Source: an optimization exercise on an open RTL-to-GDS flow (aim: small area). Production flows keep margins and buffers that such runs may drop. In this exercise RTL edits were held to simulation tests only and were not proved equivalent to the original. The flow treats the clock pin as an ideal source, which a real chip does not have. Power figures rest on the tool's default switching activity, not on a simulated workload.

$ cat design.v
module trace_pack (
    input  wire        clk,
    input  wire        rst,
    input  wire        instruction_valid,
    input  wire        branch_taken,
    input  wire [31:0] branch_target,
    input  wire        trap,
    input  wire        is_return,
    input  wire        is_indirect_jump,
    input  wire        retire_valid,
    input  wire        writeback_valid,
    input  wire [4:0]  writeback_register,
    input  wire [31:0] writeback_value,
    input  wire        breakpoint_valid,
    input  wire [3:0]  breakpoint_reason,
    output reg  [2:0]  seq,             
    output reg         nonseq_valid,    
    output reg         bkpt_valid,
    output reg  [3:0]  bkpt,
    output reg         wb_valid,        
    output reg  [36:0] data             
);
    reg [2:0] pending_seq;
    wire nsq         = instruction_valid &
                       (trap | is_return | is_indirect_jump | branch_taken);
    wire wb          = retire_valid & writeback_valid;
    wire interesting = nsq | breakpoint_valid | wb;
    wire plain       = instruction_valid & ~interesting;
    wire flush       = interesting | (instruction_valid & (pending_seq == 3'd7));
    wire [1:0] rr = trap ? 2'd0 : is_return ? 2'd1 : is_indirect_jump ? 2'd2 : 2'd3;
    wire nsq_g = nsq & ~rst;
    wire wb_g  = wb & ~nsq & ~rst;
    always @(posedge clk) begin
        seq          <= (flush & ~rst) ? pending_seq : 3'd0;
        nonseq_valid <= nsq_g;
        bkpt_valid   <= breakpoint_valid & ~rst;
        bkpt         <= breakpoint_reason;
        wb_valid     <= wb_g;
        data         <= ({37{nsq_g}} & {1'b0, branch_target, 2'd0, rr}) |
                        ({37{wb_g}} & {writeback_value, writeback_register});
    end
    always @(posedge clk) begin
        if (rst | interesting)
            pending_seq <= 3'd0;
        else if (plain)
            pending_seq <= (pending_seq == 3'd7) ? 3'd1 : pending_seq + 3'd1;
    end
endmodule
module trace_encode (
    input  wire [2:0]  seq,
    input  wire        nonseq_valid,    
    input  wire        bkpt_valid,
    input  wire [3:0]  bkpt,
    input  wire        wb_valid,
    input  wire [36:0] data,
    output wire [4:0]  count,
    output wire [63:0] nybble_data
);
    wire s  = |seq;
    wire n  = nonseq_valid;
    wire b  = bkpt_valid;
    wire w  = wb_valid;
    wire dv = n | w;
    wire [9:0] nz;
    genvar q;
    generate
        for (q = 0; q < 10; q = q + 1) begin : g_nz
            if (q < 9) begin : g_full
                assign nz[q] = |data[4*q +: 4];
            end else begin : g_top
                assign nz[q] = data[36];
            end
        end
    endgenerate
    wire [4:0] bnz = n ? {1'b0, nz[8] | nz[7], nz[6] | nz[5], nz[4] | nz[3], nz[2] | nz[1]}
                       : {nz[9] | nz[8], nz[7] | nz[6], nz[5] | nz[4], nz[3] | nz[2], nz[1] | nz[0]};
    wire [2:0] k = bnz[4] ? 3'd5 : bnz[3] ? 3'd4 : bnz[2] ? 3'd3 :
                   bnz[1] ? 3'd2 : bnz[0] ? 3'd1 : 3'd0;
    wire [15:0] pre = {12'd0, 1'b0, seq} |
                      ({16{n}} & {12'd0, 2'b10, data[1:0]}) << (4 * s) |
                      ({16{b}} & {8'd0, bkpt, 4'hD}) << (4 * (s + n));
    wire [3:0]  rnnn = {w, k};
    wire [47:0] grp  = {3'd0, data[36:2], data[1:0] & {2{~n}}, 8'd0} |
                       ({48{n}} & {36'd0, rnnn, 4'hC, 4'd0}) |
                       ({48{w}} & {40'd0, rnnn, 4'hC});
    wire [1:0]  sh   = {b, 1'b0} | {1'b0, s};
    assign nybble_data = {48'd0, pre} | ({16'd0, grp} << (4 * sh));
    assign count = {3'd0, s} + {3'd0, n} + {2'd0, b, 1'b0} +
                   (dv ? {1'b0, k, 1'b0} + 5'd2 : 5'd0);
endmodule
module trace_decode (
    input  wire        clk,
    input  wire        rst,
    input  wire [63:0] window,
    input  wire [4:0]  avail,             
    output wire        ok,
    output reg  [1:0]  fault,             
    output reg  [4:0]  consumed,
    output wire        seq_valid,
    output reg  [2:0]  seq,
    output wire        branch_taken,
    output wire        trap,
    output wire        is_return,
    output wire        is_indirect_jump,
    output reg         pc_valid,
    output wire [31:0] program_counter,
    output reg         writeback_valid,
    output wire [4:0]  writeback_register,
    output wire [31:0] writeback_value,
    output reg         breakpoint_valid,
    output reg  [3:0]  breakpoint_reason
);
    wire [3:0] s0 = window[3:0];
    wire [3:0] s1 = window[7:4];
    wire [3:0] s2 = window[11:8];
    wire [3:0] s3 = window[15:12];
    wire [3:0] s4 = window[19:16];
    wire [3:0] s5 = window[23:20];
    wire [6:1] th;
    genvar x;
    generate
        for (x = 1; x <= 6; x = x + 1) begin : g_th
            assign th[x] = (avail >= x);
        end
    endgenerate
    wire [4:0] isc = {s4 == 4'hC, s3 == 4'hC, s2 == 4'hC, s1 == 4'hC, s0 == 4'hC};
    wire [2:0] isd = {s2 == 4'hD, s1 == 4'hD, s0 == 4'hD};
    wire [1:0] isn = {s1[3:2] == 2'b10, s0[3:2] == 2'b10};
    wire seqp = ~s0[3] & (|s0[2:0]);
    wire       nsp = seqp ? (th[2] & isn[1]) : isn[0];
    wire [1:0] nr  = seqp ? s1[1:0] : s0[1:0];
    wire q0 = ~seqp & ~nsp;
    wire q1 = seqp ^ nsp;
    wire q2 = seqp & nsp;
    wire [3:0] b2 = ({4{q0}} & s1) | ({4{q1}} & s2) | ({4{q2}} & s3);
    wire bkt  = (q0 & isd[0]) | (q1 & th[2] & isd[1]) | (q2 & th[3] & isd[2]);
    wire bkf  = (q0 & th[2]) | (q1 & th[3]) | (q2 & th[4]);
    wire bkp  = bkt & bkf;
    wire bktr = bkt & ~bkf;
    wire [4:0] r = bkp ? {q2, q1, q0, 2'b00} : {2'b00, q2, q1, q0};
    wire dt   = |(r & {th[5:2], 1'b1} & isc);
    wire rnin = |(r & th[6:2]);
    wire [3:0] rn = ({4{r[0]}} & s1) | ({4{r[1]}} & s2) | ({4{r[2]}} & s3) |
                    ({4{r[3]}} & s4) | ({4{r[4]}} & s5);
    wire [36:0] pay = ({37{r[0]}} & window[44:8])  | ({37{r[1]}} & window[48:12]) |
                      ({37{r[2]}} & window[52:16]) | ({37{r[3]}} & window[56:20]) |
                      ({37{r[4]}} & window[60:24]);
    wire [2:0] k = rn[2:0];
    wire klen = k[2] & k[1];
    wire [2:0] p3 = {r[4], r[3] | r[2], r[3] | r[1]};
    wire [4:0] dend = {2'd0, p3} + {1'b0, k, 1'b0} + 5'd2;
    wire dfit = ~(dend > avail);
    wire dok  = dt & rnin & ~klen & dfit;
    wire rsv  = s0[3] & s0[2] & s0[1];
    wire skip = ~(|s0);
    wire ftr  = bktr | (dt & ~rnin) | (dt & rnin & ~klen & ~dfit);
    wire fbl  = dt & rnin & klen;
    wire good = th[1] & ~rsv & ~ftr & ~fbl;
    wire [1:0] f = {th[1] & (ftr | fbl), th[1] & (rsv | fbl)};
    wire [4:0] c = ~good ? 5'd0 : dok ? dend : {2'd0, p3[2:1], p3[0] | skip};
    reg [2:0]  k_r;
    reg        nsq_valid;
    reg [1:0]  nsq_reason;
    reg [36:0] pay_n;    
    always @(posedge clk) begin
        fault    <= rst ? 2'd0 : f;
        consumed <= rst ? 5'd0 : c;
    end
    always @(posedge clk) begin
        seq               <= seqp ? s0[2:0] : 3'd0;
        nsq_valid         <= nsp;
        nsq_reason        <= nr;
        breakpoint_valid  <= bkp;
        breakpoint_reason <= bkp ? b2 : 4'd0;
        pc_valid          <= dok & ~rn[3];
        writeback_valid   <= dok & rn[3];
        k_r               <= k;
        pay_n             <= ~pay;
    end
    assign ok        = |consumed;
    assign trap             = nsq_valid & (nsq_reason == 2'd0);
    assign is_return        = nsq_valid & (nsq_reason == 2'd1);
    assign is_indirect_jump = nsq_valid & (nsq_reason == 2'd2);
    assign branch_taken     = nsq_valid & (nsq_reason == 2'd3);
    assign seq_valid = |seq;
    wire [4:0] byte_en = {k_r > 3'd4, k_r > 3'd3, k_r > 3'd2, k_r > 3'd1, k_r > 3'd0};
    wire [4:0] pc_en   = byte_en & {5{pc_valid}};
    wire [4:0] wb_en   = byte_en & {5{writeback_valid}};
    genvar j;
    generate
        for (j = 0; j < 32; j = j + 1) begin : g_pc
            assign program_counter[j] = pc_en[j / 8] & ~pay_n[j];
        end
        for (j = 0; j < 37; j = j + 1) begin : g_wb
            if (j < 5) begin : g_reg
                assign writeback_register[j] = wb_en[0] & ~pay_n[j];
            end else begin : g_val
                assign writeback_value[j - 5] = wb_en[j / 8] & ~pay_n[j];
            end
        end
    endgenerate
endmodule
module trace_codec (
    input  wire        clk,
    input  wire        rst,
    input  wire        instruction_valid,
    input  wire        branch_taken,
    input  wire [31:0] branch_target,
    input  wire        trap,
    input  wire        is_return,
    input  wire        is_indirect_jump,
    input  wire        retire_valid,
    input  wire        writeback_valid,
    input  wire [4:0]  writeback_register,
    input  wire [31:0] writeback_value,
    input  wire        breakpoint_valid,
    input  wire [3:0]  breakpoint_reason,
    output wire [4:0]  enc_count,
    output wire [63:0] enc_data,
    input  wire [63:0] dec_window,
    input  wire [4:0]  dec_avail,
    output wire        dec_ok,
    output wire [1:0]  dec_fault,
    output wire [4:0]  dec_consumed,
    output wire        dec_seq_valid,
    output wire [2:0]  dec_seq,
    output wire        dec_branch_taken,
    output wire        dec_trap,
    output wire        dec_is_return,
    output wire        dec_is_indirect_jump,
    output wire        dec_pc_valid,
    output wire [31:0] dec_program_counter,
    output wire        dec_writeback_valid,
    output wire [4:0]  dec_writeback_register,
    output wire [31:0] dec_writeback_value,
    output wire        dec_breakpoint_valid,
    output wire [3:0]  dec_breakpoint_reason
);
    wire [2:0]  p_seq;
    wire        p_nonseq_valid, p_bkpt_valid, p_wb_valid;
    wire [3:0]  p_bkpt;
    wire [36:0] p_data;
    trace_pack u_pack (
        .clk                (clk),
        .rst                (rst),
        .instruction_valid  (instruction_valid),
        .branch_taken       (branch_taken),
        .branch_target      (branch_target),
        .trap               (trap),
        .is_return          (is_return),
        .is_indirect_jump   (is_indirect_jump),
        .retire_valid       (retire_valid),
        .writeback_valid    (writeback_valid),
        .writeback_register (writeback_register),
        .writeback_value    (writeback_value),
        .breakpoint_valid   (breakpoint_valid),
        .breakpoint_reason  (breakpoint_reason),
        .seq                (p_seq),
        .nonseq_valid       (p_nonseq_valid),
        .bkpt_valid         (p_bkpt_valid),
        .bkpt               (p_bkpt),
        .wb_valid           (p_wb_valid),
        .data               (p_data)
    );
    trace_encode u_encode (
        .seq          (p_seq),
        .nonseq_valid (p_nonseq_valid),
        .bkpt_valid   (p_bkpt_valid),
        .bkpt         (p_bkpt),
        .wb_valid     (p_wb_valid),
        .data         (p_data),
        .count        (enc_count),
        .nybble_data  (enc_data)
    );
    trace_decode u_decode (
        .clk                (clk),
        .rst                (rst),
        .window             (dec_window),
        .avail              (dec_avail),
        .ok                 (dec_ok),
        .fault              (dec_fault),
        .consumed           (dec_consumed),
        .seq_valid          (dec_seq_valid),
        .seq                (dec_seq),
        .branch_taken       (dec_branch_taken),
        .trap               (dec_trap),
        .is_return          (dec_is_return),
        .is_indirect_jump   (dec_is_indirect_jump),
        .pc_valid           (dec_pc_valid),
        .program_counter    (dec_program_counter),
        .writeback_valid    (dec_writeback_valid),
        .writeback_register (dec_writeback_register),
        .writeback_value    (dec_writeback_value),
        .breakpoint_valid   (dec_breakpoint_valid),
        .breakpoint_reason  (dec_breakpoint_reason)
    );
endmodule
$ cat flow/run.sh
#!/bin/bash
# Standard ORFS layout with these changes:
#  - after the standard synthesis, the logic between registers is re-mapped
#    for area by ABC (registers keep their names and cells);
#  - the port buffers use the smallest buffer cell;
#  - CTS inserts no dummy loads to balance the clock tree, and afterwards
#    each clock buffer is downsized where the clock slews allow it.
set -euo pipefail
R=orfs/results/sky130hd/trace_codec/base
LIB=$FLOW_HOME/platforms/sky130hd/lib/sky130_fd_sc_hd__tt_025C_1v80.lib
export BUFFER_PORTS_ARGS="-buffer_cell sky130_fd_sc_hd__buf_1"
# CTS buffers: config.mk's CTS_BUF_LIST, else clkbuf_16
CTS_BUFS=$(sed -n 's/^export CTS_BUF_LIST *= *//p' config.mk)
CTS_BUFS=${CTS_BUFS:-sky130_fd_sc_hd__clkbuf_16}
export POST_CTS_TCL="$PWD/flow/post_cts.tcl"
export CTS_ARGS="-sink_clustering_enable -repair_clock_nets -dont_use_dummy_load -buf_list {$CTS_BUFS}"
bash standard.sh synth > synth.log 2>&1
cp $R/1_2_yosys.v std_1_2_yosys.v
# a second starting point for the re-mapping: the same standard synthesis
# with ORFS's area script for ABC (same registers, other logic structure)
sed "s#WORK_HOME=$PWD/orfs #WORK_HOME=$PWD/orfs_area ABC_AREA=1 #" standard.sh > standard_area.sh
if grep -q orfs_area standard_area.sh && bash standard_area.sh synth > synth_area.log 2>&1; then
  cp orfs_area/results/sky130hd/trace_codec/base/1_2_yosys.v area_1_2_yosys.v || true
fi
# try each ABC script on each starting point (four at a time), keep the
# smallest netlist
i=0
for src in std area; do
  [[ -f ${src}_1_2_yosys.v ]] || continue
  for s in flow/abc_*.abc; do
    n=${src}_$(basename "$s" .abc)
    bash flow/resyn.sh "$PWD/${src}_1_2_yosys.v" "$PWD/resyn_$n.v" "$PWD/$s" "$LIB" "$PWD/flow/dont_use.txt" &
    i=$((i + 1))
    if (( i % 4 == 0 )); then wait; fi
  done
done
wait
# the registers must be the standard synthesis's, by name and cell
grep -E '^ *sky130_fd_sc_hd__df' std_1_2_yosys.v | sort > regs_std.txt
best=""
for f in resyn_*.v.stat; do
  n=${f#resyn_}; n=${n%.v.stat}
  a=$(grep 'Chip area for module' "$f" 2>/dev/null | awk '{print $NF}' || true)
  if [[ -z "$a" || ! -s "resyn_$n.v" ]]; then continue; fi
  grep -E '^ *sky130_fd_sc_hd__df' "resyn_$n.v" | sort > "regs_$n.txt" || true
  if ! cmp -s regs_std.txt "regs_$n.txt"; then echo "$n registers differ" >> resyn_areas.txt; continue; fi
  echo "$n $a" >> resyn_areas.txt
  if [[ -z "$best" ]] || awk -v a="$a" -v b="$best_a" 'BEGIN{exit !(a < b)}'; then best=$n; best_a=$a; fi
done
echo "chosen $best $best_a" >> resyn_areas.txt
if [[ -n "$best" ]]; then cp "resyn_$best.v" resyn.v; else cp std_1_2_yosys.v resyn.v; fi
grep -E '^ *sky130_fd_sc_hd__df' resyn.v | sort > regs_resyn.txt
cmp regs_std.txt regs_resyn.txt
cp resyn.v $R/1_2_yosys.v
rm -f $R/1_synth.odb
bash standard.sh synth > synth_odb.log 2>&1
bash standard.sh > standard.log 2>&1
$ cat flow/abc_a.abc
strash
dch -f
amap
strash
dch -f
amap
$ cat flow/abc_b.abc
strash
balance
rewrite -z
refactor -z
rewrite -z
balance
dch -f
amap
strash
dch -f
amap
$ cat flow/abc_c.abc
strash
dch -f
map -a
strash
dch -f
amap
$ cat flow/abc_d.abc
strash
dch -f
amap
$ cat flow/abc_e.abc
strash
 dch -f
 amap
 strash
 dch -f
 amap
 strash
 dch -f
 amap
 strash
 dch -f
 amap
$ cat flow/abc_f.abc
strash
 dc2
 dch -f
 amap
 strash
 dc2
 dch -f
 amap
$ cat flow/abc_g.abc
strash
 dch -f
 amap -m
 strash
 dch -f
 amap -m
$ cat flow/abc_h.abc
strash
 dch -f
 amap -F 4 -A 8
 strash
 dch -f
 amap -F 4 -A 8
 strash
 dch -f
 amap -F 4 -A 8
 strash
 dch -f
 amap -F 4 -A 8
$ cat flow/abc_i.abc
strash
 dch -f
 amap -F 4 -A 8
 strash
 dch -f
 amap -F 4 -A 8
$ cat flow/abc_j.abc
strash
dch -f
amap -F 4 -A 8
strash
dch -f
amap -F 4 -A 8
strash
dch -f
amap -F 4 -A 8
strash
dch -f
amap -F 4 -A 8
strash
dch -f
amap -F 4 -A 8
strash
dch -f
amap -F 4 -A 8
strash
dch -f
amap -F 4 -A 8
strash
dch -f
amap -F 4 -A 8
$ cat flow/abc_k.abc
strash
dch -f
amap -F 4 -A 8
strash
dch -f
amap -F 4 -A 8
strash
dch -f
amap -F 4 -A 8
strash
dc2
dch -f
amap -F 4 -A 8
strash
dch -f
amap -F 4 -A 8
strash
dch -f
amap -F 4 -A 8
strash
dch -f
amap -F 4 -A 8
$ cat flow/abc_l.abc
strash
dch -f
amap -F 2 -A 4
strash
dch -f
amap -F 2 -A 4
strash
dch -f
amap -F 2 -A 4
strash
dch -f
amap -F 2 -A 4
strash
dch -f
amap -F 2 -A 4
strash
dch -f
amap -F 2 -A 4
$ cat flow/dont_use.txt
sky130_fd_sc_hd__lpflow_bleeder_1 sky130_fd_sc_hd__lpflow_clkbufkapwr_1 sky130_fd_sc_hd__lpflow_clkbufkapwr_16 sky130_fd_sc_hd__lpflow_clkbufkapwr_2 sky130_fd_sc_hd__lpflow_clkbufkapwr_4 sky130_fd_sc_hd__lpflow_clkbufkapwr_8 sky130_fd_sc_hd__lpflow_clkinvkapwr_1 sky130_fd_sc_hd__lpflow_clkinvkapwr_16 sky130_fd_sc_hd__lpflow_clkinvkapwr_2 sky130_fd_sc_hd__lpflow_clkinvkapwr_4 sky130_fd_sc_hd__lpflow_clkinvkapwr_8 sky130_fd_sc_hd__lpflow_decapkapwr_12 sky130_fd_sc_hd__lpflow_decapkapwr_3 sky130_fd_sc_hd__lpflow_decapkapwr_4 sky130_fd_sc_hd__lpflow_decapkapwr_6 sky130_fd_sc_hd__lpflow_decapkapwr_8 sky130_fd_sc_hd__lpflow_inputiso0n_1 sky130_fd_sc_hd__lpflow_inputiso0p_1 sky130_fd_sc_hd__lpflow_inputiso1n_1 sky130_fd_sc_hd__lpflow_inputiso1p_1 sky130_fd_sc_hd__lpflow_inputisolatch_1 sky130_fd_sc_hd__lpflow_isobufsrc_1 sky130_fd_sc_hd__lpflow_isobufsrc_16 sky130_fd_sc_hd__lpflow_isobufsrc_2 sky130_fd_sc_hd__lpflow_isobufsrc_4 sky130_fd_sc_hd__lpflow_isobufsrc_8 sky130_fd_sc_hd__lpflow_isobufsrckapwr_16 sky130_fd_sc_hd__lpflow_lsbuf_lh_hl_isowell_tap_1 sky130_fd_sc_hd__lpflow_lsbuf_lh_hl_isowell_tap_2 sky130_fd_sc_hd__lpflow_lsbuf_lh_hl_isowell_tap_4 sky130_fd_sc_hd__lpflow_lsbuf_lh_isowell_4 sky130_fd_sc_hd__lpflow_lsbuf_lh_isowell_tap_1 sky130_fd_sc_hd__lpflow_lsbuf_lh_isowell_tap_2 sky130_fd_sc_hd__lpflow_lsbuf_lh_isowell_tap_4 sky130_fd_sc_hd__probe_p_8 sky130_fd_sc_hd__probec_p_8 
$ cat flow/post_cts.tcl
set pc_smaller {sky130_fd_sc_hd__clkbuf_4 sky130_fd_sc_hd__clkbuf_8}
set pc_limit 0.112
proc pc_worst_clk_slew {} {
  set w 0
  foreach pin [get_pins -hierarchical */CLK] {
    set s [get_property $pin slew_max]
    if {$s > $w} { set w $s }
  }
  return $w
}
estimate_parasitics -placement
puts "post_cts: worst clock slew before [pc_worst_clk_slew]"
set pc_bufs {}
foreach inst [[ord::get_db_block] getInsts] {
  if {[string match "clkbuf_*" [$inst getName]]} {
    lappend pc_bufs [$inst getName]
  }
}
# leaves first (longer names), the root last
set pc_bufs [lsort -decreasing -command {apply {{a b} {expr {[string length $a] - [string length $b]}}}} $pc_bufs]
foreach name $pc_bufs {
  set inst [get_cells $name]
  set old [get_property [get_lib_cells -of_objects $inst] name]
  foreach cell $pc_smaller {
    if {$cell eq $old} { break }
    replace_cell $inst $cell
    estimate_parasitics -placement
    set w [pc_worst_clk_slew]
    if {$w <= $pc_limit} {
      puts "post_cts: $name $old -> $cell ($w)"
      break
    }
    replace_cell $inst $old
    estimate_parasitics -placement
    puts "post_cts: $name stays $old, not $cell ($w)"
  }
}
puts "post_cts: worst clock slew after [pc_worst_clk_slew]"
detailed_placement
check_placement -verbose
$ cat flow/resyn.sh
#!/bin/bash
# Re-map the combinational logic of the standard synthesis netlist for area.
# Every register instance keeps its name and cell; only the logic between
# registers and ports is re-mapped by ABC.
# usage: resyn.sh IN.v OUT.v ABC_SCRIPT LIB DONT_USE_LIST
set -euo pipefail
IN=$1; OUT=$2; SCR=$3; LIB=$4; DUF=$5
DU=""
for c in $(cat "$DUF"); do DU="$DU -dont_use $c"; done
cat > "$OUT.ys" <<EOY
read_liberty -ignore_miss_func $LIB
read_verilog $IN
hierarchy -top trace_codec
setattr -mod -set keep_hierarchy 1 sky130_fd_sc_hd__dfxtp_1
flatten
rename -hide w:*.*
opt_clean -purge
abc -script $SCR -liberty $LIB $DU
opt_clean -purge
hilomap -hicell sky130_fd_sc_hd__conb_1 HI -locell sky130_fd_sc_hd__conb_1 LO
insbuf -buf sky130_fd_sc_hd__buf_4 A X
opt_clean -purge
tee -o $OUT.stat stat -liberty $LIB
select -module trace_codec
write_verilog -noattr -nohex -nodec -selected $OUT
EOY
yosys -s "$OUT.ys" > "$OUT.log" 2>&1
$ cat standard.sh
#!/bin/bash
# synth_recipe.tcl (not shown) runs the flow's synth.tcl, then flattens the netlist and writes it again
# the make line also repeats each setting of config.mk as NAME=value (left out here)
make -C /OpenROAD-flow-scripts/flow DESIGN_CONFIG=/design/flow/config.mk WORK_HOME=/design/flow/orfs CLKGATE_MAP_FILE= SYNTH_SCRIPT=/design/flow/synth_recipe.tcl "${@:-finish}"
$ cat config.mk
export PLATFORM = sky130hd
export DESIGN_NAME = trace_codec
export DESIGN_NICKNAME = trace_codec
export VERILOG_FILES = /design/flow/design.v
export SDC_FILE = /design/flow/constraint.sdc
export NUM_CORES = 4
export LEC_CHECK = 0
export CAP_MARGIN = 0
export CORE_MARGIN = 2
export CORE_UTILIZATION = 45
export PLACE_DENSITY = 0.75
export SLEW_MARGIN = 0
$ cat constraint.sdc
create_clock -name core_clock -period 30.0 [get_ports {clk}]
set_input_delay 6.0000 -clock core_clock [delete_from_list [all_inputs] [get_ports {clk}]]
set_output_delay 6.0000 -clock core_clock [all_outputs]
set_load 0.01 [all_outputs]
==> out/results.ini, run 1 <==
[status]
outcome=complete, no violations

[timing]
max_clock_freq_mhz=90.2
grt_setup_unrepaired=false
tightestPinTransition_ps=1080
fin_crit_ps=11090
clock_skew_ps=9.97
report.final.slew_viol_count=0
final.setup.tns_ps=0
hold_viol=0
relSlewSlack_pct=27.6
setup_viol=0
whs_ps=464
post-route-period-util_pct=37.0
setup_slack_ps=18910

[cts]
cts_tree=done
clkSinkCount=110
clk_pin_slew_ps=90
clkLatencyLatePin_ps=470

[placed_design]
place.gp.congestion=0.953
dpl.cell_count=1202
io_buffers=301
hpwl_um=16500
dp_slack_ps=18500
place_area_mm2=0.00696

[grt]
grt_start_max_net_pins=51
grt-ovfl-total=0
grt_pass1_vias=6196
antenna_found_initial=1
grt_usage_pct=30.3
grt_first_pass_wirelength_um=31700

[die]
design.core.area_mm2=0.0121
initial_utilization_pct=46.4
die_y_um=116
num_rows=40
die_x_um=116
io_pins=313
dieArea_mm2=0.0133

[final_layout]
nNetsFinal=1197
fillers=1201
syn2layout_area_growth_pct=26.4
utilization_pct=58.7
drive_above_1_share_pct=2.21
design_area_mm2=0.00708
stdcell_count=1212

[critical_path]
criticalPathCategory=in2reg
rr_startpoint=u_pack.pending_seq[1]
cp-start-kind=primary input
r2r_end=u_pack.seq[0]
reg2reg_slack_ps=28910
worst-r2r-cell-count=4
required_ps=30350
slowest_delay_ps=530
end_kind=flop
crit_path_top_delay_cell=o311ai_0
crit_fanout=22
crit_arrival_ps=11440

[worst_hold_path]
hp-start=u_pack.pending_seq[2]
hold_end=u_pack.seq[2]
min_path_type=reg2reg
hold_depth=2

[drt]
drc=0
drtPass1Iterations=8
viasPerCell=5.99
drt_iter0_drc=1173
wire_per_inst_um=17.8
postRouteAntennaNets=0
vias=7260
drt-total-wl_um=21600

[power_and_ir_drop]
p_per_area_mw_per_mm2=45.2
total_power_mw=0.320
p_leak_nw=2.42
vdd_drop_max_v=0.0000215

[synth]
synth_nets=884
synthCells=732
synthesis.area_mm2=0.00560
synth_warnings=2
syn_area_per_cell_um2=7.65

[run]
maxCapViolCount=0

-- state kept, by name, summed over array words and instances, names as in the netlist --
register / count
u_pack.seq: 3
u_decode.seq: 3
u_pack.wb_valid: 1
u_decode.nsq_reason: 2
u_decode.writeback_valid: 1
u_decode.pay_n: 37
u_decode.nsq_valid: 1
u_decode.pc_valid: 1
u_pack.bkpt_valid: 1
u_decode.breakpoint_reason: 4
u_decode.consumed: 5
u_decode.k_r: 3
u_pack.bkpt: 4
u_pack.pending_seq: 3
u_pack.nonseq_valid: 1
u_decode.breakpoint_valid: 1
u_pack.data: 37
u_decode.fault: 2
-- cell type report --
type                            instances  area [um^2]  share of cell area [%]
Tap cell                              168          210                    2.97
Antenna cell                            1         2.50                  0.0354
Clock buffer                            9          111                    1.57
Multi-Input combinational cell        538         3070                    43.4
Sequential cell                       110         2200                    31.1
Inverter                               76          285                    4.03
Timing Repair Buffer                  310         1200                    16.9
-- worst max-delay path, delay by kind of cell --
| kind | cells | cell delay [ps] |
|---|---|---|
| compound gates | 6 | 1930 |
| simple gates | 13 | 1880 |
| buf+inv | 7 | 1640 |
-- where the power goes --
group	switching (mW)	total [mW]	internal, mW
Combinational	0.0537	0.0827	0.0290
Sequential	0.0102	0.170	0.160
Clock	0.0434	0.0672	0.0238
Total	0.107	0.320	0.212
-- cell usage in the layout (no fill, tap or decap), types with 2 or more instances in the layout --
cell type,n
a211oi_1,3
nand2_1,28
nand4_1,2
conb_1,8
nor4_1,11
or3_1,4
o21ai_0,62
o31ai_1,3
nor2_1,139
buf_4,9
dfxtp_1,110
nand3_1,2
o221ai_1,8
o21a_1,2
clkbuf_4,2
a221oi_1,9
clkinv_1,76
a21oi_1,49
nor3_1,20
a22o_1,33
nor3_2,2
nor2_2,3
buf_1,301
a22oi_1,10
o21bai_1,5
a31oi_1,2
clkbuf_8,7
o211ai_1,2
o32ai_1,2
nor2b_1,6
a222oi_1,30
or2_0,2
o22ai_1,80
-- worst max-delay path by stage --
stage | slack (ps) | startpoint | cells after the start | to
3_3_place_gp | 18570 | dec_window[3] | 26 | u_decode.consumed[2]
3_5_place_dp | 18500 | dec_window[3] | 26 | u_decode.consumed[2]
5_1_grt | 18260 | dec_window[3] | 26 | u_decode.consumed[2]
6_report | 18910 | dec_window[3] | 26 | u_decode.consumed[2]
2_1_floorplan | 17810 | dec_window[0] | 26 | u_decode.consumed[2]
-- layer usage --
metal	part of all wire, %	track usage, %	wire (um)	up-vias
met1	40	39.5	8650	3284
met5	0	0	0	-
met3	12	9.10	2490	62
met4	2.6	10.8	567	0
met2	46	47.8	9910	524
li1	-	-	-	3390
==> run 2, diff against run 1 <==
--- a/config.mk
+++ b/config.mk
@@ -7,6 +7,5 @@
 export LEC_CHECK = 0
 export CAP_MARGIN = 0
 export CORE_MARGIN = 2
-export CORE_UTILIZATION = 45
-export PLACE_DENSITY = 0.75
+export CORE_UTILIZATION = 25
 export SLEW_MARGIN = 0
==> run 2 against run 1 <==
Combinational power rose by 1%. Critical path depth up 1. Power rose by 2.4%. Clock skew is 8.4 ps lower. Via count fell by 1.7%. First-iteration DRC count decreased by 12%. Flip-flop and latch count unchanged. Register-to-register slack improved by 50 ps. Worst setup slack worse by 620 ps. Non-clock buffer count unchanged. Final area grew 2.2%. Sequential power hardly changed. Critical path type unchanged.
==> out/results.ini, run 2 <==
[status]
outcome=complete, no violations

[critical_path]
cp-start-kind=primary input
crit_buf_inv=8
crit_arrival_ps=11960
required_ps=30250
slowest_delay_ps=550
crit_family=simple AND/OR/NAND/NOR gates
crit_fanout=22
criticalPathCategory=in2reg
end_kind=flop
crit_path_top_delay_cell=clkinv_1

[drt]
vias=7134
wire_per_inst_um=17.7
drc=0
drt_iter0_drc=1028
drt-total-wl_um=23400
drtPass1Iterations=10
viasPerCell=5.39
postRouteAntennaNets=0

[synth]
synth_nets=884
synthesis.area_mm2=0.00560
synth_warnings=2
synthCells=732
syn_area_per_cell_um2=7.65

[final_layout]
antenna_cells=0
fillers=2450
nNetsFinal=1197
drive_above_1_share_pct=2.21
stdcell_count=1323
top_regs=u_decode.pay_n: 37 flops, u_pack.data: 37 flops, u_decode.consumed: 5 flops
final_cell_mix=301 x buf_1, 139 x nor2_1, 110 x dfxtp_1
final_common_cell=buf_1
syn2layout_area_growth_pct=29.2

[timing]
max_clock_freq_mhz=85.4
grt_setup_unrepaired=false
final.setup.tns_ps=0
clock_skew_ps=1.56
tightestPinTransition_ps=988
report.final.slew_viol_count=0
fin_crit_ps=11710
post-route-period-util_pct=39.0
setup_viol=0
hold_viol=0
relSlewSlack_pct=33.8

[run]
maxCapViolCount=0

[grt]
grt-ovfl-total=0
grt_usage_pct=18.8
grt_pass1_vias=6659
grt_first_pass_wirelength_um=35800
antenna_found_initial=1
grt_start_max_net_pins=51

[power_and_ir_drop]
vdd_drop_max_v=0.0000236
total_power_mw=0.327
p_per_area_mw_per_mm2=45.3
p_leak_nw=2.42

[die]
io_pins=313
die_y_um=154
initial_utilization_pct=25.6
num_rows=54
dieArea_mm2=0.0236
die_x_um=154
design.core.area_mm2=0.0219

[cts]
clkSinkCount=110
cts_tree=done
clk_pin_slew_ps=80
clkLatencyLatePin_ps=360

[placed_design]
place.gp.congestion=0.900
hpwl_um=18100
dpl.cell_count=1314
io_buffers=301

[worst_hold_path]
min_path_type=reg2reg

[run 2: routing by layer]
metal	vias up	GRT usage (%)	share of wire (%)
met5	-	0	0
met4	0	5.94	1.8
met3	34	3.86	8.4
met2	394	31.6	48
met1	3311	24.0	42
li1	3395	-	-
[run 2: per-stage QoR]
step           area (um^2)  utilization, %  hold WS (ps)  setup slack (ps)
3_3_place_gp          7100            32.4           452             18080
2_1_floorplan         5600               -           432             17810
3_5_place_dp          7100            32.4           456             18010
6_report              7230            33.0           468             18290
5_1_grt               7230            33.0           489             17660
[run 2: cell type report]
cell class	instances	area [um^2]	share of cell area, %
Multi-Input combinational cell	538	3070	42.4
Sequential cell	110	2200	30.4
Timing Repair Buffer	310	1200	16.6
Tap cell	280	350	4.84
Inverter	76	285	3.94
Clock buffer	9	129	1.78
[run 2: power by group]
| part | switching [mW] | internal (mW) | total [mW] |
|---|---|---|---|
| logic | 0.0544 | 0.0290 | 0.0835 |
| registers | 0.0103 | 0.160 | 0.170 |
| clock network | 0.0453 | 0.0286 | 0.0739 |
| total | 0.110 | 0.217 | 0.327 |
[run 2: worst register-to-register path, stage by stage, from the launching register on]
cell and delay, ps:
dfxtp_1 340, clkinv_1 110, nor3_1 240, o21ai_0 160, nor2b_1 130
[run 2: worst paths after layout]
path | cells past startpoint | endpoint | slack (ps) | from
worst max register to register | 4 | u_pack.seq[0] | 28960 | u_pack.pending_seq[1]
worst max-delay path | 27 | u_decode.consumed[2] | 18290 | dec_window[3]
worst min-delay path | 2 | u_pack.seq[2] | 470 | u_pack.pending_seq[2]
worst min register to register | 2 | u_pack.seq[2] | 470 | u_pack.pending_seq[2]
==> run 3, diff against run 2 <==
--- a/config.mk
+++ b/config.mk
@@ -7,5 +7,5 @@
 export LEC_CHECK = 0
 export CAP_MARGIN = 0
 export CORE_MARGIN = 2
-export CORE_UTILIZATION = 25
+export CORE_UTILIZATION = 33
 export SLEW_MARGIN = 0
==> run 3 against run 2 <==
Still clean. Via count increased by 1.2%. Clock skew increased by 5.4 ps. Final area decreased by 1.0%. Sequential power about the same. Final cell count decreased by 4.3%. Clock-buffer cell count unchanged. Critical endpoint unchanged. Largest cell class unchanged.
==> out/results.ini, run 3 <==
[status]
outcome=complete, no violations

[timing]
tightestPinTransition_ps=1020
post-route-period-util_pct=38.1
hold_viol=0
setup_viol=0
max_clock_freq_mhz=87.4
clock_skew_ps=6.99
setup_slack_ps=18560
relSlewSlack_pct=31.5
final.setup.tns_ps=0
fin_crit_ps=11440
report.final.slew_viol_count=0
grt_setup_unrepaired=false

[critical_path]
crit_fanout=22
cp-start-kind=primary input
criticalPathCategory=in2reg
crit_arrival_ps=11810
required_ps=30370
end_kind=flop

[cts]
cts_tree=done
clkSinkCount=110
clkLatencyLatePin_ps=480
clk_pin_slew_ps=90

[power_and_ir_drop]
clkPwrFrac_pct=21.2
total_power_mw=0.322
vdd_drop_max_v=0.0000244
p_per_area_mw_per_mm2=45.0
p_switching_mw=0.110
p_seq_share_pct=52.6
p_int_mw=0.213
p_leak_nw=2.42
comb_power_share_pct=26.1
switching_share_pct=34.0

[placed_design]
place_area_mm2=0.00704
place.gp.congestion=0.944
dp_slack_ps=18140
io_buffers=301
hpwl_um=17500

[drt]
postRouteAntennaNets=0
drt_iter0_drc=1090
drt-total-wl_um=23000
drtPass1Iterations=10
wire_per_inst_um=18.2
vias=7220
drc=0
viasPerCell=5.70

[synth]
syn_area_per_cell_um2=7.65
synthCells=732
synth_nets=884
synth_warnings=2
synthesis.area_mm2=0.00560

[grt]
grt_pass1_vias=6546
grt_usage_pct=24.5
grt_first_pass_wirelength_um=34800
antenna_found_initial=1
grt_start_max_net_pins=51
grt-ovfl-total=0

[final_layout]
nNetsFinal=1199
regArea_mm2=0.00220
design_area_mm2=0.00716
multi_input_area_mm2=0.00307
fillers=1843
drive_above_1_share_pct=2.39
utilization_pct=43.2
final_cell_mix=301 x buf_1, 139 x nor2_1, 110 x dfxtp_1
syn2layout_area_growth_pct=27.8
final_common_cell=buf_1
top_regs=u_decode.pay_n: 37 flops, u_pack.data: 37 flops, u_decode.consumed: 5 flops

[worst_hold_path]
min_path_type=reg2reg

[die]
design.core.area_mm2=0.0166
die_y_um=134
initial_utilization_pct=33.8
num_rows=47
io_pins=313
dieArea_mm2=0.0180
die_x_um=134

[run]
maxCapViolCount=0

## run 3: cell count changes in the layout (fill, tap and decap cells not counted), sizes merged
cell and delta:
buf +2, diode +1
## run 3: area by class of cell
type,instances,share of cell area [%]
sequential,110,30.8
inverter,76,3.99
multi-input combinational,538,42.9
clock buffer,9,1.56
timing repair buffer,312,16.9
tap,220,3.85
antenna,1,0.0350
## run 3: worst paths after layout
check                           cells past startpoint                   end                   from  slack (ps)
worst max register to register                      4         u_pack.seq[0]  u_pack.pending_seq[1]       28970
worst min register to register                      2         u_pack.seq[2]  u_pack.pending_seq[2]         460
worst max-delay path                               27  u_decode.consumed[2]          dec_window[3]       18560
worst min-delay path                                2         u_pack.seq[2]  u_pack.pending_seq[2]         460
## run 3: metal layers
layer	share of wire (%)	global-route usage [%]
met1	42	32.8
met2	47	39.7
met4	1.6	7.25
met5	0	0
met3	9.4	5.14
## run 3: power groups by stage
stage / Sequential [mW] / Clock (mW) / Combinational (mW)
after global placement: 0.173 / 0 / 0.0825
final: 0.170 / 0.0684 / 0.0842
after detailed placement: 0.173 / 0 / 0.0822
after floorplan: 0.170 / 0 / 0.0487
after global routing: 0.171 / 0.0764 / 0.0928
## run 3: worst max-delay path, cell delays in order
cell      delay, ps
buf_1           180
nor2_1           80
nor3_1          350
clkinv_1        170
nor2_1          310
clkinv_1        210
nand4_1         170
nor2_1           80
a311oi_1        350
nor2b_1         250
clkinv_1        210
nor2_2           60
nor3_2          140
buf_4           290
clkinv_1        550
o21ai_0         490
o21ai_0         170
o21ai_0         270
nand2_1         150
clkinv_1        110
nor2_1           40
o311ai_0        510
clkinv_1        240
nand2_1         150
nor2_1           50
a21oi_1         160
nor2_1           50
## run 3: per-stage QoR
stage | hold WS (ps) | std cells
6_report | 458 | 1266
5_1_grt | 479 | 1266
3_5_place_dp | 457 | 1256
3_3_place_gp | 451 | 1256
2_1_floorplan | 432 | 732

port drivers added, routing unchanged:
Ports are ideal in the flow. The routed layouts listed here were re-timed in OpenROAD.
Step 1, drivers: a clkbuf_16 drives clk and a buf_2 each remaining input, both assumed.
Step 2 times the ports against the registers' clock, not the clock port: input delays grow and output delays shrink by t, the midpoint of the rising clock arrivals with the driver on.
Three values: ideal ports, drivers, drivers and shift; two values: the first two.
run | shift t [ns] | slack for setup (ns) | clock arrival spread, ns
run 1 | 0.497 | 18.910 / 18.919 / 18.422 | 0.019 / 0.019
run 2 | 0.409 | 18.287 / 18.301 / 17.892 | 0.030 / 0.030
run 3 | 0.519 | 18.559 / 18.572 / 18.053 | 0.026 / 0.026
After both steps setup and hold are still met in every run listed. For run 3, which loses most, drivers alone change the setup slack by +0.013 ns; drivers and shift together by -0.506 ns.
